Context: an optimization exercise on an open-source flow, tuned for small area, a short achievable clock period and few clock cycles per item. The choices shown serve that exercise and are no tape-out recipe. The RTL was checked by simulation tests, not by an equivalence proof against the original design.

## flow/design.v (module list and top-level ports; edited modules follow where they fit)
// module csg_gen: 1382 lines
// module csg_fa: 9 lines
// module csg_ha: 8 lines
module csg_gen (
    input  wire         clk,
    input  wire         rst_n,
    input  wire         start,
    input  wire         op_seed,
    input  wire [127:0] seed_x,
    input  wire [129:0] seed_u,
    output wire         done,
    output wire [127:0] x_out
);
  // ...
==> flow/run.sh <==
#!/bin/bash
# synth_recipe.tcl (not shown) runs the flow's synth.tcl, then flattens the netlist and writes it again
# the make line also repeats each setting of config.mk as NAME=value (left out here)
make -C /OpenROAD-flow-scripts/flow DESIGN_CONFIG=/design/flow/config.mk WORK_HOME=/design/flow/orfs CLKGATE_MAP_FILE= SYNTH_SCRIPT=/design/flow/synth_recipe.tcl finish
==> flow/config.mk <==
export PLATFORM = sky130hd
export DESIGN_NAME = csg_gen
export DESIGN_NICKNAME = csg_gen
export VERILOG_FILES = /design/flow/design.v
export SDC_FILE = /design/flow/constraint.sdc
export NUM_CORES = 4
export LEC_CHECK = 0
export CAP_MARGIN = 20
export CORE_MARGIN = 2
export CORE_UTILIZATION = 50
export SLEW_MARGIN = 20
export SYNTH_HIERARCHICAL = 1
export SYNTH_MINIMUM_KEEP_SIZE = 0
==> flow/constraint.sdc <==
create_clock -name core_clock -period 10.0 [get_ports {clk}]
set_input_delay 2.0000 -clock core_clock [delete_from_list [all_inputs] [get_ports {clk}]]
set_output_delay 2.0000 -clock core_clock [all_outputs]
set_load 0.01 [all_outputs]
==> results.yml, run 1 <==
flow_run:
  maxCapViolCount: 0
critical_path:
  cpMostUsedCell: "buf_4"
  path_buf_inv: 3
  slowest_stage: "nor4_1"
  reg2reg_slack_ps: 2880
  worstSetupPathType: "reg2reg"
  crit_chain: "fa_1 -> fa_1 -> a211oi_1 -> o21ai_2 -> o211ai_1 -> nand3_1 -> nor4_1 -> and3_1 -> a21oi_1 -> buf_4 -> nor2_4 -> nand3_4 -> buf_4 -> buf_4"
  timing.rr.start: "rs[0]"
timing:
  rsz0062_at_grt: "false"
  period_minus_slack_ps: 7120
  maxSlewViolCount: 24
  max_freq_ghz: 0.140
synth:
  synth_xor_xnor_area_share_pct: 12.6
  synth_top_family_by_area: "adder cells"
layout:
  nFlopsAndLatches: 848
floorplanning:
  die_w_um: 414
  io_pins: 391
placed_design:
  numPlacedInstances: 10100
worst_hold_path:
  hp-start: "lo[63]"
  min_to: "lo[47]"
global_route:
  busiest_layer: "met2"
  grt_pass1_vias: 72400
detailed_routing:
  ant_nets: 0
  drc_errors: 0
  routed_wl_um: 412000
  vias: 74600
  met2_wirelength_um: 172000
run_status:
  outcome: "failed layout checks"
  failed_checks: "slew limit"
clocking:
  cts-resized-gates: 0
Testbench counts, summed over its fixed seeds: cycles 30,432, draws 1,600.
==> run 2: changes to the inputs <==
--- a/flow/design.v
+++ b/flow/design.v
@@ -10,35 +10,205 @@
 );
     reg [127:0] x_q;
     reg [129:0] u_q;
     reg [127:0] lo;
     reg [130:0] mreg;       
     reg [131:0] acc_s, acc_c;
     reg [15:0]  rs, rc;
     reg         cy;
-    reg [7:0]   bone, btwo, bneg;    
-    reg         b15;                 
+    reg [16:0]  dq;         
+    reg [7:0]   bneg;       
     reg         st_idle, st_p1, st_res1, st_p2, st_fin;
     reg [3:0]   cnt;
     reg         exact;
     reg         initsel;
     reg         p1last;
     reg         done_q;
     genvar gi;
     wire [131:0] mce = {mreg[130], mreg};
-    wire [131:0] mcs = {mreg, 1'b0};
-    wire [131:0] pt0 = (({132{bone[0]}} & mce) | ({132{btwo[0]}} & mcs)) ^ {132{bneg[0]}};
-    wire [131:0] pt1 = (({132{bone[1]}} & mce) | ({132{btwo[1]}} & mcs)) ^ {132{bneg[1]}};
-    wire [131:0] pt2 = (({132{bone[2]}} & mce) | ({132{btwo[2]}} & mcs)) ^ {132{bneg[2]}};
-    wire [131:0] pt3 = (({132{bone[3]}} & mce) | ({132{btwo[3]}} & mcs)) ^ {132{bneg[3]}};
-    wire [131:0] pt4 = (({132{bone[4]}} & mce) | ({132{btwo[4]}} & mcs)) ^ {132{bneg[4]}};
-    wire [131:0] pt5 = (({132{bone[5]}} & mce) | ({132{btwo[5]}} & mcs)) ^ {132{bneg[5]}};
-    wire [131:0] pt6 = (({132{bone[6]}} & mce) | ({132{btwo[6]}} & mcs)) ^ {132{bneg[6]}};
-    wire [131:0] pt7 = (({132{bone[7]}} & mce) | ({132{btwo[7]}} & mcs)) ^ {132{bneg[7]}};
+    wire [131:0] pt0, pt1, pt2, pt3, pt4, pt5, pt6, pt7;
+    wire [132:0] mcx = {mce, 1'b0};
+    wire [87:0] c_one, c_two, c_neg;
+    csg_bd u_bd0_0 (.b1(dq[2]), .b0(dq[1]), .bm(dq[0]), .ng(bneg[0]), .one(c_one[0]), .two(c_two[0]), .neg(c_neg[0]));
+    assign pt0[11:0] = (({12{c_one[0]}} & mcx[12:1]) | ({12{c_two[0]}} & mcx[11:0])) ^ {12{c_neg[0]}};
+    csg_bd u_bd0_1 (.b1(dq[2]), .b0(dq[1]), .bm(dq[0]), .ng(bneg[0]), .one(c_one[1]), .two(c_two[1]), .neg(c_neg[1]));
+    assign pt0[23:12] = (({12{c_one[1]}} & mcx[24:13]) | ({12{c_two[1]}} & mcx[23:12])) ^ {12{c_neg[1]}};
+    csg_bd u_bd0_2 (.b1(dq[2]), .b0(dq[1]), .bm(dq[0]), .ng(bneg[0]), .one(c_one[2]), .two(c_two[2]), .neg(c_neg[2]));
+    assign pt0[35:24] = (({12{c_one[2]}} & mcx[36:25]) | ({12{c_two[2]}} & mcx[35:24])) ^ {12{c_neg[2]}};
+    csg_bd u_bd0_3 (.b1(dq[2]), .b0(dq[1]), .bm(dq[0]), .ng(bneg[0]), .one(c_one[3]), .two(c_two[3]), .neg(c_neg[3]));
+    assign pt0[47:36] = (({12{c_one[3]}} & mcx[48:37]) | ({12{c_two[3]}} & mcx[47:36])) ^ {12{c_neg[3]}};
+    csg_bd u_bd0_4 (.b1(dq[2]), .b0(dq[1]), .bm(dq[0]), .ng(bneg[0]), .one(c_one[4]), .two(c_two[4]), .neg(c_neg[4]));
+    assign pt0[59:48] = (({12{c_one[4]}} & mcx[60:49]) | ({12{c_two[4]}} & mcx[59:48])) ^ {12{c_neg[4]}};
+    csg_bd u_bd0_5 (.b1(dq[2]), .b0(dq[1]), .bm(dq[0]), .ng(bneg[0]), .one(c_one[5]), .two(c_two[5]), .neg(c_neg[5]));
+    assign pt0[71:60] = (({12{c_one[5]}} & mcx[72:61]) | ({12{c_two[5]}} & mcx[71:60])) ^ {12{c_neg[5]}};
+    csg_bd u_bd0_6 (.b1(dq[2]), .b0(dq[1]), .bm(dq[0]), .ng(bneg[0]), .one(c_one[6]), .two(c_two[6]), .neg(c_neg[6]));
+    assign pt0[83:72] = (({12{c_one[6]}} & mcx[84:73]) | ({12{c_two[6]}} & mcx[83:72])) ^ {12{c_neg[6]}};
+    csg_bd u_bd0_7 (.b1(dq[2]), .b0(dq[1]), .bm(dq[0]), .ng(bneg[0]), .one(c_one[7]), .two(c_two[7]), .neg(c_neg[7]));
+    assign pt0[95:84] = (({12{c_one[7]}} & mcx[96:85]) | ({12{c_two[7]}} & mcx[95:84])) ^ {12{c_neg[7]}};
+    csg_bd u_bd0_8 (.b1(dq[2]), .b0(dq[1]), .bm(dq[0]), .ng(bneg[0]), .one(c_one[8]), .two(c_two[8]), .neg(c_neg[8]));
+    assign pt0[107:96] = (({12{c_one[8]}} & mcx[108:97]) | ({12{c_two[8]}} & mcx[107:96])) ^ {12{c_neg[8]}};
+    csg_bd u_bd0_9 (.b1(dq[2]), .b0(dq[1]), .bm(dq[0]), .ng(bneg[0]), .one(c_one[9]), .two(c_two[9]), .neg(c_neg[9]));
+    assign pt0[119:108] = (({12{c_one[9]}} & mcx[120:109]) | ({12{c_two[9]}} & mcx[119:108])) ^ {12{c_neg[9]}};
+    csg_bd u_bd0_10 (.b1(dq[2]), .b0(dq[1]), .bm(dq[0]), .ng(bneg[0]), .one(c_one[10]), .two(c_two[10]), .neg(c_neg[10]));
+    assign pt0[131:120] = (({12{c_one[10]}} & mcx[132:121]) | ({12{c_two[10]}} & mcx[131:120])) ^ {12{c_neg[10]}};
+    csg_bd u_bd1_0 (.b1(dq[4]), .b0(dq[3]), .bm(dq[2]), .ng(bneg[1]), .one(c_one[11]), .two(c_two[11]), .neg(c_neg[11]));
+    assign pt1[11:0] = (({12{c_one[11]}} & mcx[12:1]) | ({12{c_two[11]}} & mcx[11:0])) ^ {12{c_neg[11]}};
+    csg_bd u_bd1_1 (.b1(dq[4]), .b0(dq[3]), .bm(dq[2]), .ng(bneg[1]), .one(c_one[12]), .two(c_two[12]), .neg(c_neg[12]));
+    assign pt1[23:12] = (({12{c_one[12]}} & mcx[24:13]) | ({12{c_two[12]}} & mcx[23:12])) ^ {12{c_neg[12]}};
+    csg_bd u_bd1_2 (.b1(dq[4]), .b0(dq[3]), .bm(dq[2]), .ng(bneg[1]), .one(c_one[13]), .two(c_two[13]), .neg(c_neg[13]));
+    assign pt1[35:24] = (({12{c_one[13]}} & mcx[36:25]) | ({12{c_two[13]}} & mcx[35:24])) ^ {12{c_neg[13]}};
+    csg_bd u_bd1_3 (.b1(dq[4]), .b0(dq[3]), .bm(dq[2]), .ng(bneg[1]), .one(c_one[14]), .two(c_two[14]), .neg(c_neg[14]));
+    assign pt1[47:36] = (({12{c_one[14]}} & mcx[48:37]) | ({12{c_two[14]}} & mcx[47:36])) ^ {12{c_neg[14]}};
+    csg_bd u_bd1_4 (.b1(dq[4]), .b0(dq[3]), .bm(dq[2]), .ng(bneg[1]), .one(c_one[15]), .two(c_two[15]), .neg(c_neg[15]));
+    assign pt1[59:48] = (({12{c_one[15]}} & mcx[60:49]) | ({12{c_two[15]}} & mcx[59:48])) ^ {12{c_neg[15]}};
+    csg_bd u_bd1_5 (.b1(dq[4]), .b0(dq[3]), .bm(dq[2]), .ng(bneg[1]), .one(c_one[16]), .two(c_two[16]), .neg(c_neg[16]));
+    assign pt1[71:60] = (({12{c_one[16]}} & mcx[72:61]) | ({12{c_two[16]}} & mcx[71:60])) ^ {12{c_neg[16]}};
+    csg_bd u_bd1_6 (.b1(dq[4]), .b0(dq[3]), .bm(dq[2]), .ng(bneg[1]), .one(c_one[17]), .two(c_two[17]), .neg(c_neg[17]));
+    assign pt1[83:72] = (({12{c_one[17]}} & mcx[84:73]) | ({12{c_two[17]}} & mcx[83:72])) ^ {12{c_neg[17]}};
+    csg_bd u_bd1_7 (.b1(dq[4]), .b0(dq[3]), .bm(dq[2]), .ng(bneg[1]), .one(c_one[18]), .two(c_two[18]), .neg(c_neg[18]));
+    assign pt1[95:84] = (({12{c_one[18]}} & mcx[96:85]) | ({12{c_two[18]}} & mcx[95:84])) ^ {12{c_neg[18]}};
+    csg_bd u_bd1_8 (.b1(dq[4]), .b0(dq[3]), .bm(dq[2]), .ng(bneg[1]), .one(c_one[19]), .two(c_two[19]), .neg(c_neg[19]));
+    assign pt1[107:96] = (({12{c_one[19]}} & mcx[108:97]) | ({12{c_two[19]}} & mcx[107:96])) ^ {12{c_neg[19]}};
+    csg_bd u_bd1_9 (.b1(dq[4]), .b0(dq[3]), .bm(dq[2]), .ng(bneg[1]), .one(c_one[20]), .two(c_two[20]), .neg(c_neg[20]));
+    assign pt1[119:108] = (({12{c_one[20]}} & mcx[120:109]) | ({12{c_two[20]}} & mcx[119:108])) ^ {12{c_neg[20]}};
+    csg_bd u_bd1_10 (.b1(dq[4]), .b0(dq[3]), .bm(dq[2]), .ng(bneg[1]), .one(c_one[21]), .two(c_two[21]), .neg(c_neg[21]));
+    assign pt1[131:120] = (({12{c_one[21]}} & mcx[132:121]) | ({12{c_two[21]}} & mcx[131:120])) ^ {12{c_neg[21]}};
+    csg_bd u_bd2_0 (.b1(dq[6]), .b0(dq[5]), .bm(dq[4]), .ng(bneg[2]), .one(c_one[22]), .two(c_two[22]), .neg(c_neg[22]));
+    assign pt2[11:0] = (({12{c_one[22]}} & mcx[12:1]) | ({12{c_two[22]}} & mcx[11:0])) ^ {12{c_neg[22]}};
+    csg_bd u_bd2_1 (.b1(dq[6]), .b0(dq[5]), .bm(dq[4]), .ng(bneg[2]), .one(c_one[23]), .two(c_two[23]), .neg(c_neg[23]));
+    assign pt2[23:12] = (({12{c_one[23]}} & mcx[24:13]) | ({12{c_two[23]}} & mcx[23:12])) ^ {12{c_neg[23]}};
+    csg_bd u_bd2_2 (.b1(dq[6]), .b0(dq[5]), .bm(dq[4]), .ng(bneg[2]), .one(c_one[24]), .two(c_two[24]), .neg(c_neg[24]));
+    assign pt2[35:24] = (({12{c_one[24]}} & mcx[36:25]) | ({12{c_two[24]}} & mcx[35:24])) ^ {12{c_neg[24]}};
+    csg_bd u_bd2_3 (.b1(dq[6]), .b0(dq[5]), .bm(dq[4]), .ng(bneg[2]), .one(c_one[25]), .two(c_two[25]), .neg(c_neg[25]));
+    assign pt2[47:36] = (({12{c_one[25]}} & mcx[48:37]) | ({12{c_two[25]}} & mcx[47:36])) ^ {12{c_neg[25]}};
+    csg_bd u_bd2_4 (.b1(dq[6]), .b0(dq[5]), .bm(dq[4]), .ng(bneg[2]), .one(c_one[26]), .two(c_two[26]), .neg(c_neg[26]));
+    assign pt2[59:48] = (({12{c_one[26]}} & mcx[60:49]) | ({12{c_two[26]}} & mcx[59:48])) ^ {12{c_neg[26]}};
+    csg_bd u_bd2_5 (.b1(dq[6]), .b0(dq[5]), .bm(dq[4]), .ng(bneg[2]), .one(c_one[27]), .two(c_two[27]), .neg(c_neg[27]));
+    assign pt2[71:60] = (({12{c_one[27]}} & mcx[72:61]) | ({12{c_two[27]}} & mcx[71:60])) ^ {12{c_neg[27]}};
+    csg_bd u_bd2_6 (.b1(dq[6]), .b0(dq[5]), .bm(dq[4]), .ng(bneg[2]), .one(c_one[28]), .two(c_two[28]), .neg(c_neg[28]));
+    assign pt2[83:72] = (({12{c_one[28]}} & mcx[84:73]) | ({12{c_two[28]}} & mcx[83:72])) ^ {12{c_neg[28]}};
+    csg_bd u_bd2_7 (.b1(dq[6]), .b0(dq[5]), .bm(dq[4]), .ng(bneg[2]), .one(c_one[29]), .two(c_two[29]), .neg(c_neg[29]));
+    assign pt2[95:84] = (({12{c_one[29]}} & mcx[96:85]) | ({12{c_two[29]}} & mcx[95:84])) ^ {12{c_neg[29]}};
+    csg_bd u_bd2_8 (.b1(dq[6]), .b0(dq[5]), .bm(dq[4]), .ng(bneg[2]), .one(c_one[30]), .two(c_two[30]), .neg(c_neg[30]));
+    assign pt2[107:96] = (({12{c_one[30]}} & mcx[108:97]) | ({12{c_two[30]}} & mcx[107:96])) ^ {12{c_neg[30]}};
+    csg_bd u_bd2_9 (.b1(dq[6]), .b0(dq[5]), .bm(dq[4]), .ng(bneg[2]), .one(c_one[31]), .two(c_two[31]), .neg(c_neg[31]));
+    assign pt2[119:108] = (({12{c_one[31]}} & mcx[120:109]) | ({12{c_two[31]}} & mcx[119:108])) ^ {12{c_neg[31]}};
+    csg_bd u_bd2_10 (.b1(dq[6]), .b0(dq[5]), .bm(dq[4]), .ng(bneg[2]), .one(c_one[32]), .two(c_two[32]), .neg(c_neg[32]));
+    assign pt2[131:120] = (({12{c_one[32]}} & mcx[132:121]) | ({12{c_two[32]}} & mcx[131:120])) ^ {12{c_neg[32]}};
+    csg_bd u_bd3_0 (.b1(dq[8]), .b0(dq[7]), .bm(dq[6]), .ng(bneg[3]), .one(c_one[33]), .two(c_two[33]), .neg(c_neg[33]));
+    assign pt3[11:0] = (({12{c_one[33]}} & mcx[12:1]) | ({12{c_two[33]}} & mcx[11:0])) ^ {12{c_neg[33]}};
+    csg_bd u_bd3_1 (.b1(dq[8]), .b0(dq[7]), .bm(dq[6]), .ng(bneg[3]), .one(c_one[34]), .two(c_two[34]), .neg(c_neg[34]));
+    assign pt3[23:12] = (({12{c_one[34]}} & mcx[24:13]) | ({12{c_two[34]}} & mcx[23:12])) ^ {12{c_neg[34]}};
+    csg_bd u_bd3_2 (.b1(dq[8]), .b0(dq[7]), .bm(dq[6]), .ng(bneg[3]), .one(c_one[35]), .two(c_two[35]), .neg(c_neg[35]));
+    assign pt3[35:24] = (({12{c_one[35]}} & mcx[36:25]) | ({12{c_two[35]}} & mcx[35:24])) ^ {12{c_neg[35]}};
+    csg_bd u_bd3_3 (.b1(dq[8]), .b0(dq[7]), .bm(dq[6]), .ng(bneg[3]), .one(c_one[36]), .two(c_two[36]), .neg(c_neg[36]));
+    assign pt3[47:36] = (({12{c_one[36]}} & mcx[48:37]) | ({12{c_two[36]}} & mcx[47:36])) ^ {12{c_neg[36]}};
+    csg_bd u_bd3_4 (.b1(dq[8]), .b0(dq[7]), .bm(dq[6]), .ng(bneg[3]), .one(c_one[37]), .two(c_two[37]), .neg(c_neg[37]));
+    assign pt3[59:48] = (({12{c_one[37]}} & mcx[60:49]) | ({12{c_two[37]}} & mcx[59:48])) ^ {12{c_neg[37]}};
+    csg_bd u_bd3_5 (.b1(dq[8]), .b0(dq[7]), .bm(dq[6]), .ng(bneg[3]), .one(c_one[38]), .two(c_two[38]), .neg(c_neg[38]));
+    assign pt3[71:60] = (({12{c_one[38]}} & mcx[72:61]) | ({12{c_two[38]}} & mcx[71:60])) ^ {12{c_neg[38]}};
+    csg_bd u_bd3_6 (.b1(dq[8]), .b0(dq[7]), .bm(dq[6]), .ng(bneg[3]), .one(c_one[39]), .two(c_two[39]), .neg(c_neg[39]));
+    assign pt3[83:72] = (({12{c_one[39]}} & mcx[84:73]) | ({12{c_two[39]}} & mcx[83:72])) ^ {12{c_neg[39]}};
+    csg_bd u_bd3_7 (.b1(dq[8]), .b0(dq[7]), .bm(dq[6]), .ng(bneg[3]), .one(c_one[40]), .two(c_two[40]), .neg(c_neg[40]));
+    assign pt3[95:84] = (({12{c_one[40]}} & mcx[96:85]) | ({12{c_two[40]}} & mcx[95:84])) ^ {12{c_neg[40]}};
+    csg_bd u_bd3_8 (.b1(dq[8]), .b0(dq[7]), .bm(dq[6]), .ng(bneg[3]), .one(c_one[41]), .two(c_two[41]), .neg(c_neg[41]));
+    assign pt3[107:96] = (({12{c_one[41]}} & mcx[108:97]) | ({12{c_two[41]}} & mcx[107:96])) ^ {12{c_neg[41]}};
+    csg_bd u_bd3_9 (.b1(dq[8]), .b0(dq[7]), .bm(dq[6]), .ng(bneg[3]), .one(c_one[42]), .two(c_two[42]), .neg(c_neg[42]));
+    assign pt3[119:108] = (({12{c_one[42]}} & mcx[120:109]) | ({12{c_two[42]}} & mcx[119:108])) ^ {12{c_neg[42]}};
+    csg_bd u_bd3_10 (.b1(dq[8]), .b0(dq[7]), .bm(dq[6]), .ng(bneg[3]), .one(c_one[43]), .two(c_two[43]), .neg(c_neg[43]));
+    assign pt3[131:120] = (({12{c_one[43]}} & mcx[132:121]) | ({12{c_two[43]}} & mcx[131:120])) ^ {12{c_neg[43]}};
+    csg_bd u_bd4_0 (.b1(dq[10]), .b0(dq[9]), .bm(dq[8]), .ng(bneg[4]), .one(c_one[44]), .two(c_two[44]), .neg(c_neg[44]));
+    assign pt4[11:0] = (({12{c_one[44]}} & mcx[12:1]) | ({12{c_two[44]}} & mcx[11:0])) ^ {12{c_neg[44]}};
+    csg_bd u_bd4_1 (.b1(dq[10]), .b0(dq[9]), .bm(dq[8]), .ng(bneg[4]), .one(c_one[45]), .two(c_two[45]), .neg(c_neg[45]));
+    assign pt4[23:12] = (({12{c_one[45]}} & mcx[24:13]) | ({12{c_two[45]}} & mcx[23:12])) ^ {12{c_neg[45]}};
+    csg_bd u_bd4_2 (.b1(dq[10]), .b0(dq[9]), .bm(dq[8]), .ng(bneg[4]), .one(c_one[46]), .two(c_two[46]), .neg(c_neg[46]));
+    assign pt4[35:24] = (({12{c_one[46]}} & mcx[36:25]) | ({12{c_two[46]}} & mcx[35:24])) ^ {12{c_neg[46]}};
+    csg_bd u_bd4_3 (.b1(dq[10]), .b0(dq[9]), .bm(dq[8]), .ng(bneg[4]), .one(c_one[47]), .two(c_two[47]), .neg(c_neg[47]));
+    assign pt4[47:36] = (({12{c_one[47]}} & mcx[48:37]) | ({12{c_two[47]}} & mcx[47:36])) ^ {12{c_neg[47]}};
+    csg_bd u_bd4_4 (.b1(dq[10]), .b0(dq[9]), .bm(dq[8]), .ng(bneg[4]), .one(c_one[48]), .two(c_two[48]), .neg(c_neg[48]));
+    assign pt4[59:48] = (({12{c_one[48]}} & mcx[60:49]) | ({12{c_two[48]}} & mcx[59:48])) ^ {12{c_neg[48]}};
+    csg_bd u_bd4_5 (.b1(dq[10]), .b0(dq[9]), .bm(dq[8]), .ng(bneg[4]), .one(c_one[49]), .two(c_two[49]), .neg(c_neg[49]));
+    assign pt4[71:60] = (({12{c_one[49]}} & mcx[72:61]) | ({12{c_two[49]}} & mcx[71:60])) ^ {12{c_neg[49]}};
+    csg_bd u_bd4_6 (.b1(dq[10]), .b0(dq[9]), .bm(dq[8]), .ng(bneg[4]), .one(c_one[50]), .two(c_two[50]), .neg(c_neg[50]));
+    assign pt4[83:72] = (({12{c_one[50]}} & mcx[84:73]) | ({12{c_two[50]}} & mcx[83:72])) ^ {12{c_neg[50]}};
+    csg_bd u_bd4_7 (.b1(dq[10]), .b0(dq[9]), .bm(dq[8]), .ng(bneg[4]), .one(c_one[51]), .two(c_two[51]), .neg(c_neg[51]));
+    assign pt4[95:84] = (({12{c_one[51]}} & mcx[96:85]) | ({12{c_two[51]}} & mcx[95:84])) ^ {12{c_neg[51]}};
+    csg_bd u_bd4_8 (.b1(dq[10]), .b0(dq[9]), .bm(dq[8]), .ng(bneg[4]), .one(c_one[52]), .two(c_two[52]), .neg(c_neg[52]));
+    assign pt4[107:96] = (({12{c_one[52]}} & mcx[108:97]) | ({12{c_two[52]}} & mcx[107:96])) ^ {12{c_neg[52]}};
+    csg_bd u_bd4_9 (.b1(dq[10]), .b0(dq[9]), .bm(dq[8]), .ng(bneg[4]), .one(c_one[53]), .two(c_two[53]), .neg(c_neg[53]));
+    assign pt4[119:108] = (({12{c_one[53]}} & mcx[120:109]) | ({12{c_two[53]}} & mcx[119:108])) ^ {12{c_neg[53]}};
+    csg_bd u_bd4_10 (.b1(dq[10]), .b0(dq[9]), .bm(dq[8]), .ng(bneg[4]), .one(c_one[54]), .two(c_two[54]), .neg(c_neg[54]));
+    assign pt4[131:120] = (({12{c_one[54]}} & mcx[132:121]) | ({12{c_two[54]}} & mcx[131:120])) ^ {12{c_neg[54]}};
+    csg_bd u_bd5_0 (.b1(dq[12]), .b0(dq[11]), .bm(dq[10]), .ng(bneg[5]), .one(c_one[55]), .two(c_two[55]), .neg(c_neg[55]));
+    assign pt5[11:0] = (({12{c_one[55]}} & mcx[12:1]) | ({12{c_two[55]}} & mcx[11:0])) ^ {12{c_neg[55]}};
+    csg_bd u_bd5_1 (.b1(dq[12]), .b0(dq[11]), .bm(dq[10]), .ng(bneg[5]), .one(c_one[56]), .two(c_two[56]), .neg(c_neg[56]));
+    assign pt5[23:12] = (({12{c_one[56]}} & mcx[24:13]) | ({12{c_two[56]}} & mcx[23:12])) ^ {12{c_neg[56]}};
+    csg_bd u_bd5_2 (.b1(dq[12]), .b0(dq[11]), .bm(dq[10]), .ng(bneg[5]), .one(c_one[57]), .two(c_two[57]), .neg(c_neg[57]));
+    assign pt5[35:24] = (({12{c_one[57]}} & mcx[36:25]) | ({12{c_two[57]}} & mcx[35:24])) ^ {12{c_neg[57]}};
+    csg_bd u_bd5_3 (.b1(dq[12]), .b0(dq[11]), .bm(dq[10]), .ng(bneg[5]), .one(c_one[58]), .two(c_two[58]), .neg(c_neg[58]));
+    assign pt5[47:36] = (({12{c_one[58]}} & mcx[48:37]) | ({12{c_two[58]}} & mcx[47:36])) ^ {12{c_neg[58]}};
+    csg_bd u_bd5_4 (.b1(dq[12]), .b0(dq[11]), .bm(dq[10]), .ng(bneg[5]), .one(c_one[59]), .two(c_two[59]), .neg(c_neg[59]));
+    assign pt5[59:48] = (({12{c_one[59]}} & mcx[60:49]) | ({12{c_two[59]}} & mcx[59:48])) ^ {12{c_neg[59]}};
+    csg_bd u_bd5_5 (.b1(dq[12]), .b0(dq[11]), .bm(dq[10]), .ng(bneg[5]), .one(c_one[60]), .two(c_two[60]), .neg(c_neg[60]));
+    assign pt5[71:60] = (({12{c_one[60]}} & mcx[72:61]) | ({12{c_two[60]}} & mcx[71:60])) ^ {12{c_neg[60]}};
+    csg_bd u_bd5_6 (.b1(dq[12]), .b0(dq[11]), .bm(dq[10]), .ng(bneg[5]), .one(c_one[61]), .two(c_two[61]), .neg(c_neg[61]));
+    assign pt5[83:72] = (({12{c_one[61]}} & mcx[84:73]) | ({12{c_two[61]}} & mcx[83:72])) ^ {12{c_neg[61]}};
+    csg_bd u_bd5_7 (.b1(dq[12]), .b0(dq[11]), .bm(dq[10]), .ng(bneg[5]), .one(c_one[62]), .two(c_two[62]), .neg(c_neg[62]));
+    assign pt5[95:84] = (({12{c_one[62]}} & mcx[96:85]) | ({12{c_two[62]}} & mcx[95:84])) ^ {12{c_neg[62]}};
+    csg_bd u_bd5_8 (.b1(dq[12]), .b0(dq[11]), .bm(dq[10]), .ng(bneg[5]), .one(c_one[63]), .two(c_two[63]), .neg(c_neg[63]));
+    assign pt5[107:96] = (({12{c_one[63]}} & mcx[108:97]) | ({12{c_two[63]}} & mcx[107:96])) ^ {12{c_neg[63]}};
+    csg_bd u_bd5_9 (.b1(dq[12]), .b0(dq[11]), .bm(dq[10]), .ng(bneg[5]), .one(c_one[64]), .two(c_two[64]), .neg(c_neg[64]));
+    assign pt5[119:108] = (({12{c_one[64]}} & mcx[120:109]) | ({12{c_two[64]}} & mcx[119:108])) ^ {12{c_neg[64]}};
+    csg_bd u_bd5_10 (.b1(dq[12]), .b0(dq[11]), .bm(dq[10]), .ng(bneg[5]), .one(c_one[65]), .two(c_two[65]), .neg(c_neg[65]));
+    assign pt5[131:120] = (({12{c_one[65]}} & mcx[132:121]) | ({12{c_two[65]}} & mcx[131:120])) ^ {12{c_neg[65]}};
+    csg_bd u_bd6_0 (.b1(dq[14]), .b0(dq[13]), .bm(dq[12]), .ng(bneg[6]), .one(c_one[66]), .two(c_two[66]), .neg(c_neg[66]));
+    assign pt6[11:0] = (({12{c_one[66]}} & mcx[12:1]) | ({12{c_two[66]}} & mcx[11:0])) ^ {12{c_neg[66]}};
+    csg_bd u_bd6_1 (.b1(dq[14]), .b0(dq[13]), .bm(dq[12]), .ng(bneg[6]), .one(c_one[67]), .two(c_two[67]), .neg(c_neg[67]));
+    assign pt6[23:12] = (({12{c_one[67]}} & mcx[24:13]) | ({12{c_two[67]}} & mcx[23:12])) ^ {12{c_neg[67]}};
+    csg_bd u_bd6_2 (.b1(dq[14]), .b0(dq[13]), .bm(dq[12]), .ng(bneg[6]), .one(c_one[68]), .two(c_two[68]), .neg(c_neg[68]));
+    assign pt6[35:24] = (({12{c_one[68]}} & mcx[36:25]) | ({12{c_two[68]}} & mcx[35:24])) ^ {12{c_neg[68]}};
+    csg_bd u_bd6_3 (.b1(dq[14]), .b0(dq[13]), .bm(dq[12]), .ng(bneg[6]), .one(c_one[69]), .two(c_two[69]), .neg(c_neg[69]));
+    assign pt6[47:36] = (({12{c_one[69]}} & mcx[48:37]) | ({12{c_two[69]}} & mcx[47:36])) ^ {12{c_neg[69]}};
+    csg_bd u_bd6_4 (.b1(dq[14]), .b0(dq[13]), .bm(dq[12]), .ng(bneg[6]), .one(c_one[70]), .two(c_two[70]), .neg(c_neg[70]));
+    assign pt6[59:48] = (({12{c_one[70]}} & mcx[60:49]) | ({12{c_two[70]}} & mcx[59:48])) ^ {12{c_neg[70]}};
+    csg_bd u_bd6_5 (.b1(dq[14]), .b0(dq[13]), .bm(dq[12]), .ng(bneg[6]), .one(c_one[71]), .two(c_two[71]), .neg(c_neg[71]));
+    assign pt6[71:60] = (({12{c_one[71]}} & mcx[72:61]) | ({12{c_two[71]}} & mcx[71:60])) ^ {12{c_neg[71]}};
+    csg_bd u_bd6_6 (.b1(dq[14]), .b0(dq[13]), .bm(dq[12]), .ng(bneg[6]), .one(c_one[72]), .two(c_two[72]), .neg(c_neg[72]));
+    assign pt6[83:72] = (({12{c_one[72]}} & mcx[84:73]) | ({12{c_two[72]}} & mcx[83:72])) ^ {12{c_neg[72]}};
+    csg_bd u_bd6_7 (.b1(dq[14]), .b0(dq[13]), .bm(dq[12]), .ng(bneg[6]), .one(c_one[73]), .two(c_two[73]), .neg(c_neg[73]));
+    assign pt6[95:84] = (({12{c_one[73]}} & mcx[96:85]) | ({12{c_two[73]}} & mcx[95:84])) ^ {12{c_neg[73]}};
+    csg_bd u_bd6_8 (.b1(dq[14]), .b0(dq[13]), .bm(dq[12]), .ng(bneg[6]), .one(c_one[74]), .two(c_two[74]), .neg(c_neg[74]));
+    assign pt6[107:96] = (({12{c_one[74]}} & mcx[108:97]) | ({12{c_two[74]}} & mcx[107:96])) ^ {12{c_neg[74]}};
+    csg_bd u_bd6_9 (.b1(dq[14]), .b0(dq[13]), .bm(dq[12]), .ng(bneg[6]), .one(c_one[75]), .two(c_two[75]), .neg(c_neg[75]));
+    assign pt6[119:108] = (({12{c_one[75]}} & mcx[120:109]) | ({12{c_two[75]}} & mcx[119:108])) ^ {12{c_neg[75]}};
+    csg_bd u_bd6_10 (.b1(dq[14]), .b0(dq[13]), .bm(dq[12]), .ng(bneg[6]), .one(c_one[76]), .two(c_two[76]), .neg(c_neg[76]));
+    assign pt6[131:120] = (({12{c_one[76]}} & mcx[132:121]) | ({12{c_two[76]}} & mcx[131:120])) ^ {12{c_neg[76]}};
+    csg_bd u_bd7_0 (.b1(dq[16]), .b0(dq[15]), .bm(dq[14]), .ng(bneg[7]), .one(c_one[77]), .two(c_two[77]), .neg(c_neg[77]));
+    assign pt7[11:0] = (({12{c_one[77]}} & mcx[12:1]) | ({12{c_two[77]}} & mcx[11:0])) ^ {12{c_neg[77]}};
+    csg_bd u_bd7_1 (.b1(dq[16]), .b0(dq[15]), .bm(dq[14]), .ng(bneg[7]), .one(c_one[78]), .two(c_two[78]), .neg(c_neg[78]));
+    assign pt7[23:12] = (({12{c_one[78]}} & mcx[24:13]) | ({12{c_two[78]}} & mcx[23:12])) ^ {12{c_neg[78]}};
+    csg_bd u_bd7_2 (.b1(dq[16]), .b0(dq[15]), .bm(dq[14]), .ng(bneg[7]), .one(c_one[79]), .two(c_two[79]), .neg(c_neg[79]));
+    assign pt7[35:24] = (({12{c_one[79]}} & mcx[36:25]) | ({12{c_two[79]}} & mcx[35:24])) ^ {12{c_neg[79]}};
+    csg_bd u_bd7_3 (.b1(dq[16]), .b0(dq[15]), .bm(dq[14]), .ng(bneg[7]), .one(c_one[80]), .two(c_two[80]), .neg(c_neg[80]));
+    assign pt7[47:36] = (({12{c_one[80]}} & mcx[48:37]) | ({12{c_two[80]}} & mcx[47:36])) ^ {12{c_neg[80]}};
+    csg_bd u_bd7_4 (.b1(dq[16]), .b0(dq[15]), .bm(dq[14]), .ng(bneg[7]), .one(c_one[81]), .two(c_two[81]), .neg(c_neg[81]));
+    assign pt7[59:48] = (({12{c_one[81]}} & mcx[60:49]) | ({12{c_two[81]}} & mcx[59:48])) ^ {12{c_neg[81]}};
+    csg_bd u_bd7_5 (.b1(dq[16]), .b0(dq[15]), .bm(dq[14]), .ng(bneg[7]), .one(c_one[82]), .two(c_two[82]), .neg(c_neg[82]));
+    assign pt7[71:60] = (({12{c_one[82]}} & mcx[72:61]) | ({12{c_two[82]}} & mcx[71:60])) ^ {12{c_neg[82]}};
+    csg_bd u_bd7_6 (.b1(dq[16]), .b0(dq[15]), .bm(dq[14]), .ng(bneg[7]), .one(c_one[83]), .two(c_two[83]), .neg(c_neg[83]));
+    assign pt7[83:72] = (({12{c_one[83]}} & mcx[84:73]) | ({12{c_two[83]}} & mcx[83:72])) ^ {12{c_neg[83]}};
+    csg_bd u_bd7_7 (.b1(dq[16]), .b0(dq[15]), .bm(dq[14]), .ng(bneg[7]), .one(c_one[84]), .two(c_two[84]), .neg(c_neg[84]));
+    assign pt7[95:84] = (({12{c_one[84]}} & mcx[96:85]) | ({12{c_two[84]}} & mcx[95:84])) ^ {12{c_neg[84]}};
+    csg_bd u_bd7_8 (.b1(dq[16]), .b0(dq[15]), .bm(dq[14]), .ng(bneg[7]), .one(c_one[85]), .two(c_two[85]), .neg(c_neg[85]));
+    assign pt7[107:96] = (({12{c_one[85]}} & mcx[108:97]) | ({12{c_two[85]}} & mcx[107:96])) ^ {12{c_neg[85]}};
+    csg_bd u_bd7_9 (.b1(dq[16]), .b0(dq[15]), .bm(dq[14]), .ng(bneg[7]), .one(c_one[86]), .two(c_two[86]), .neg(c_neg[86]));
+    assign pt7[119:108] = (({12{c_one[86]}} & mcx[120:109]) | ({12{c_two[86]}} & mcx[119:108])) ^ {12{c_neg[86]}};
+    csg_bd u_bd7_10 (.b1(dq[16]), .b0(dq[15]), .bm(dq[14]), .ng(bneg[7]), .one(c_one[87]), .two(c_two[87]), .neg(c_neg[87]));
+    assign pt7[131:120] = (({12{c_one[87]}} & mcx[132:121]) | ({12{c_two[87]}} & mcx[131:120])) ^ {12{c_neg[87]}};
     wire [131:0] r0 = {~pt0[131], pt0[130:0]};
     wire [131:0] r1 = {~pt1[131], pt1[130:0]};
     wire [131:0] r2 = {~pt2[131], pt2[130:0]};
     wire [131:0] r3 = {~pt3[131], pt3[130:0]};
     wire [131:0] r4 = {~pt4[131], pt4[130:0]};
     wire [131:0] r5 = {~pt5[131], pt5[130:0]};
     wire [131:0] r6 = {~pt6[131], pt6[130:0]};
     wire [131:0] r7 = {~pt7[131], pt7[130:0]};
@@ -1235,17 +1405,20 @@
     csg_fa ut2360 (.a(p1last), .b(t2073), .c(t2074), .s(t2360), .co(t2361));
     csg_fa ut2362 (.a(r6[131]), .b(r7[129]), .c(t2075), .s(t2362), .co(t2363));
     assign t2364 = ~r7[130];
     assign t2365 = r7[130];
     assign ts = {1'b0, 1'b1, r7[131], t2363, t2361, t2359, t2357, t2355, t2353, t2351, t2349, t2347, t2345, t2343, t2341, t2339, t2337, t2335, t2333, t2331, t2329, t2327, t2325, t2323, t2321, t2319, t2317, t2315, t2313, t2311, t2309, t2307, t2305, t2303, t2301, t2299, t2297, t2295, t2293, t2291, t2289, t2287, t2285, t2283, t2281, t2279, t2277, t2275, t2273, t2271, t2269, t2267, t2265, t2263, t2261, t2259, t2257, t2255, t2253, t2251, t2249, t2247, t2245, t2243, t2241, t2239, t2237, t2235, t2233, t2231, t2229, t2227, t2225, t2223, t2221, t2219, t2217, t2215, t2213, t2211, t2209, t2207, t2205, t2203, t2201, t2199, t2197, t2195, t2193, t2191, t2189, t2187, t2185, t2183, t2181, t2179, t2177, t2175, t2173, t2171, t2169, t2167, t2165, t2163, t2161, t2159, t2157, t2155, t2153, t2151, t2149, t2147, t2145, t2143, t2141, t2139, t2137, t2135, t2133, t2131, t2129, t2127, t2125, t2123, t2121, t2119, t2117, t2115, t2113, t2111, t2109, t2107, t2105, t2103, t2101, t2099, t2097, t2095, t2093, t2091, t2089, t2087, t2085, t2083, t2081, t2079, t2077, t1790};
     assign tc = {1'b0, 1'b0, t2365, t2364, t2362, t2360, t2358, t2356, t2354, t2352, t2350, t2348, t2346, t2344, t2342, t2340, t2338, t2336, t2334, t2332, t2330, t2328, t2326, t2324, t2322, t2320, t2318, t2316, t2314, t2312, t2310, t2308, t2306, t2304, t2302, t2300, t2298, t2296, t2294, t2292, t2290, t2288, t2286, t2284, t2282, t2280, t2278, t2276, t2274, t2272, t2270, t2268, t2266, t2264, t2262, t2260, t2258, t2256, t2254, t2252, t2250, t2248, t2246, t2244, t2242, t2240, t2238, t2236, t2234, t2232, t2230, t2228, t2226, t2224, t2222, t2220, t2218, t2216, t2214, t2212, t2210, t2208, t2206, t2204, t2202, t2200, t2198, t2196, t2194, t2192, t2190, t2188, t2186, t2184, t2182, t2180, t2178, t2176, t2174, t2172, t2170, t2168, t2166, t2164, t2162, t2160, t2158, t2156, t2154, t2152, t2150, t2148, t2146, t2144, t2142, t2140, t2138, t2136, t2134, t2132, t2130, t2128, t2126, t2124, t2122, t2120, t2118, t2116, t2114, t2112, t2110, t2108, t2106, t2104, t2102, t2100, t2098, t2096, t2094, t2092, t2090, t2088, t2086, t2084, t2082, t2080, t2078, t2076};
     wire [16:0]  lowsum = {1'b0, rs} + {1'b0, rc} + {16'd0, cy};
     wire [147:0] big    = {acc_s, rs} + {acc_c, rc} + {147'd0, cy};
-    wire         amb    = &big[15:2];
+    wire         c2     = (rs[1] & rc[1]) | ((rs[1] | rc[1]) & ((rs[0] & rc[0]) | ((rs[0] | rc[0]) & cy)));
+    wire [13:0]  ab_x   = rs[15:2] ^ rc[15:2];
+    wire [13:0]  ab_c   = {rs[14:2] & rc[14:2], c2};
+    wire         amb    = &(ab_x ^ ab_c);
     wire         redo   = st_fin & ~exact & amb;
     wire acc_seed = st_idle & start & op_seed;
     wire acc_next = st_idle & start & ~op_seed;
     reg       n_idle, n_p1, n_res1, n_p2, n_fin;
     reg [3:0] n_cnt;
     always @(*) begin
         n_idle = st_idle & ~acc_next;
         n_p1   = acc_next | (st_p1 & (cnt != 4'd7));
@@ -1280,34 +1453,29 @@
             dnext = 17'd0;
         else if (acc_seed)
             dnext = {seed_x[15:0], 1'b0};
         else if (acc_next | st_p1)
             dnext = p1dig;
         else if (st_res1)
             dnext = {big[15:0], 1'b0};
         else if (st_p2)
-            dnext = {x_q[15:0], b15};
+            dnext = {x_q[15:0], dq[16]};
         else if (redo)
             dnext = {lo[127:112], 1'b0};
         else if (st_fin)
             dnext = {big[31:16], 1'b0};
         else
             den = 1'b0;
     end
     wire nflip = ~(rst_n & n_p2);
-    wire [7:0] e_one, e_two, e_neg;
+    wire [7:0] e_neg;
     generate
         for (gi = 0; gi < 8; gi = gi + 1) begin : g_enc
-            wire bm = dnext[2*gi];
-            wire b0 = dnext[2*gi+1];
-            wire b1 = dnext[2*gi+2];
-            assign e_one[gi] = b0 ^ bm;
-            assign e_two[gi] = (b1 & ~b0 & ~bm) | (~b1 & b0 & bm);
-            assign e_neg[gi] = b1 ^ nflip;
+            assign e_neg[gi] = dnext[2*gi+2] ^ nflip;
         end
     endgenerate
     wire [127:0] xs_seed = {~seed_x[127], seed_x[126:0]};
     wire [127:0] xs_res  = {~big[143], big[142:16]};
     reg  [130:0] mnext;
     reg          men;
     always @(*) begin
         men   = 1'b1;
@@ -1320,19 +1488,17 @@
             mnext = {1'b0, u_q};
         else if (st_fin & ~redo)
             mnext = {{4{xs_res[127]}}, xs_res[126:0]};
         else
             men = 1'b0;
     end
     always @(posedge clk) begin
         if (den) begin
-            b15  <= dnext[16];
-            bone <= e_one;
-            btwo <= e_two;
+            dq   <= dnext;
             bneg <= e_neg;
         end
         if (men)
             mreg <= mnext;
         acc_s <= ts[147:16];
         acc_c <= tc[147:16];
         rs    <= ts[15:0];
         rc    <= tc[15:0];
@@ -1375,16 +1541,29 @@
                 x_q <= big[143:16];
             else if (st_p2)
                 x_q <= {lo[15:0], x_q[127:16]};
         end
     end
     assign done  = done_q;
     assign x_out = x_q;
 endmodule
+module csg_bd (
+    input  wire b1,
+    input  wire b0,
+    input  wire bm,
+    input  wire ng,
+    output wire one,
+    output wire two,
+    output wire neg
+);
+    assign one = b0 ^ bm;
+    assign two = (b1 & ~b0 & ~bm) | (~b1 & b0 & bm);
+    assign neg = ng;
+endmodule
 module csg_fa (
     input  wire a,
     input  wire b,
     input  wire c,
     output wire s,
     output wire co
 );
     assign {co, s} = {1'b0, a} + {1'b0, b} + {1'b0, c};
==> results.yml, run 2 <==
run_status:
  outcome: "finished clean"
synth:
  synth_top_area_share_pct: 24.3
  synthCells: 8652
  yosysSeqAreaShare_pct: 24.3
  ys_types: 94
  ys_ff_latch: 848
  synth_area_sq_um: 87100
  avgSynthCellArea_sq_um: 10.1
  synth_commonest_cells: "1126 x xnor2_1, 1059 x a22oi_1, 1056 x fa_1"
  yosys.area.top_type: "fa_1"
  synth_edf_count: 414
  yosys_warnings: 7
  ys.flop_type: "dfxtp_1"
  synth_top_cells_by_area: "fa_1 24%, edfxtp_1 14%, xnor2_1 11%, dfxtp_1 10%, a22oi_1 9.1%"
  synthArstFlopShare_pct: 0
  synth_most_common_cell: "xnor2_1"
detailed_routing:
  wl_per_cell_um: 37.2
  viasPerCell: 6.83
  vias: 74000
  routed_wl_um: 403000
  first_pass_iters: 9
  ant_nets: 0
  drt_iter0_markers: 10300
  drc_errors: 0
global_route:
  grt_pass1_vias: 72500
  overflow: 0
  grt_pass1_wl_um: 560000
  grt_max_degree: 146
  grt_usage_pct: 44.4
  antenna_found_initial: 22
flow_run:
  maxCapViolCount: 0
timing:
  min_period_over_period_pct: 56.3
  slew_headroom_pct: 10.3
  rsz0062_at_grt: "false"
  worst_pin_slew_ps: 1350
  setup_viol: 0
  maxSlewViolCount: 0
  report.final.hold_viol_count: 0
  max_freq_ghz: 0.178
  fin_skew_ps: 62.8
  period_minus_slack_ps: 5630
  fin_tns_setup_ps: 0
layout:
  fin_nets: 9996
  final_cell_mix: "1125 x xnor2_1, 1059 x a22oi_1, 1056 x fa_1"
  syn_to_final_growth_pct: 9.27
  layout_commonest_cell: "xnor2_1"
  drive_gt1_share_pct: 6.15
  top_register: "mreg"
  fin_area_sq_um: 95200
  largest_reg_flops: 131
  final_cells: 10800
  utilization_pct: 54.9
  nFillCells: 15700
critical_path:
  worstSetupPathType: "reg2reg"
  cp-start-kind: "register"
  reg2reg_slack_ps: 4370
  worstPathRequired_ps: 10540
  worst_setup_path_end_kind: "register"
  worst-r2r-cell-count: 16
  arrival_ps: 6170
  path_max_fanout: 5
floorplanning:
  initial_utilization_pct: 50.2
  die-area_sq_um: 178000
  die_w_um: 421
  io_pins: 391
  fp-row-count: 153
  fp.dieH_um: 421
  core_sq_um: 173000
clocking:
  clock_path_buffers: 3
  clk_latency_ps: 810
  post-cts-setup-buffers: 0
  clock-sinks: 848
  cts_buffers: 104
  path_clk_slew_ps: 70
  cts_tree: "yes"
  htreeDepth: 3
  cts-resized-gates: 0
  cts_root_buffer: "clkbuf_16"
  cts_hold_buf: 0
placed_design:
  post_dp_cell_area_sq_um: 91500
  portBuffers: 390
  gp_congestion: 1.08
  numPlacedInstances: 10600
  dp_hpwl_um: 307000
worst_hold_path:
  hold_path.class: "reg2reg"
  whs_path_depth: 0
run 2: cell types whose count changed after synthesis, sizes merged, moves of 39 or more:
cell / change
inv: +39
nand2: +148
nand2b: +87
o211ai: +44
o21ai: +76
o22ai: +91
xor2: +89
run 2: area by class of cell:
cell class | instances | area [sq um] | share of cell area [%]
multi-input combinational | 6779 | 62000 | 65.2
sequential | 848 | 21100 | 22.2
timing repair buffer | 536 | 5120 | 5.38
tap | 2325 | 2910 | 3.06
clock buffer | 137 | 2870 | 3.01
clock inverter | 60 | 584 | 0.614
inverter | 123 | 477 | 0.501
antenna | 12 | 30.0 | 0.0316
run 2: critical path, stage by stage (launching register included):
cell and delay, ps:
dfxtp_1 310, inv_1 80, fa_1 210, inv_1 60, fa_1 410, nand3_1 140, nand4_1 220, a311oi_2 610
o21ai_2 200, a41oi_2 680, a211oi_1 200, nor3_1 590, a21oi_1 280, o31ai_1 850, nand3_1 220, nand2_1 210
a21oi_1 110
run 2: through the flow:
| stage | hold WS [ps] | worst slack (ps) |
|---|---|---|
| floorplan | 400 | 2750 |
| global placement | 404 | 4420 |
| detailed placement | 405 | 4430 |
| CTS | 389 | 4700 |
| global route | 420 | 4430 |
| finish | 390 | 4370 |
run 2: layer usage:
layer  track usage [%]  share of wire [%]  up-vias
met5                 0              0.020        -
met1              56.8                 37    37800
met4              33.9                9.3       12
met3              9.33                 10     1109
met2              66.1                 43     4981
li1                  -                  -    30000
run 2: modules after synthesis (local to each module, per instance):
module   cells inside  times used  flip-flops and latches
csg_ha              1         135                       0
csg_bd              5          88                       0
csg_fa              1        1041                       0
csg_gen          7036           1                     848
run 2: path summary, 6_finish.rpt:
check | startpoint | to
min | lo[63] | lo[47]
max reg2reg | rs[0] | mreg[112]
min reg2reg | lo[63] | lo[47]
max | rs[0] | mreg[112]
run 2: kinds of logic after synthesis:
| group | Yosys count | synth area share, % |
|---|---|---|
| compound gates | 2508 | 20.4 |
| simple gates | 1602 | 8.75 |
| fa+ha+maj | 1342 | 28.4 |
| xor+xnor | 1289 | 13.0 |
| buf+inv | 1026 | 4.86 |
| flops | 848 | 24.3 |
| mux | 36 | 0.417 |
| other cells | 1 | 0.00431 |
Testbench counts of run 2, summed over its fixed seeds: cycles 30,432, draws 1,600.

==> port drivers added, routing unchanged <==
No port has a modelled driver above. Below, the same layouts with a new extraction and two added sets of constraints. Step 1, drivers: a clkbuf_16 drives clk and a buf_2 each remaining input, both assumed. Step 2 adds t to the input delays and takes it off the output delays; t is the mean of the earliest and latest rising clock arrival at the registers after step 1. Input paths then give back, and output paths get back, about the clock's delay inside the block. Three values: ideal, step 1, step 2; two values: the first two.
run	shift t [ns]	setup WS [ns]	latest minus earliest clock arrival (ns)	worst data-port slew with drivers (ns)	cell pins on the clock port's net
run 1	0.863	2.882 / 2.882 / 2.882	0.053 / 0.053	0.08	1
run 2	0.876	4.369 / 4.369 / 4.369	0.063 / 0.064	0.13	1
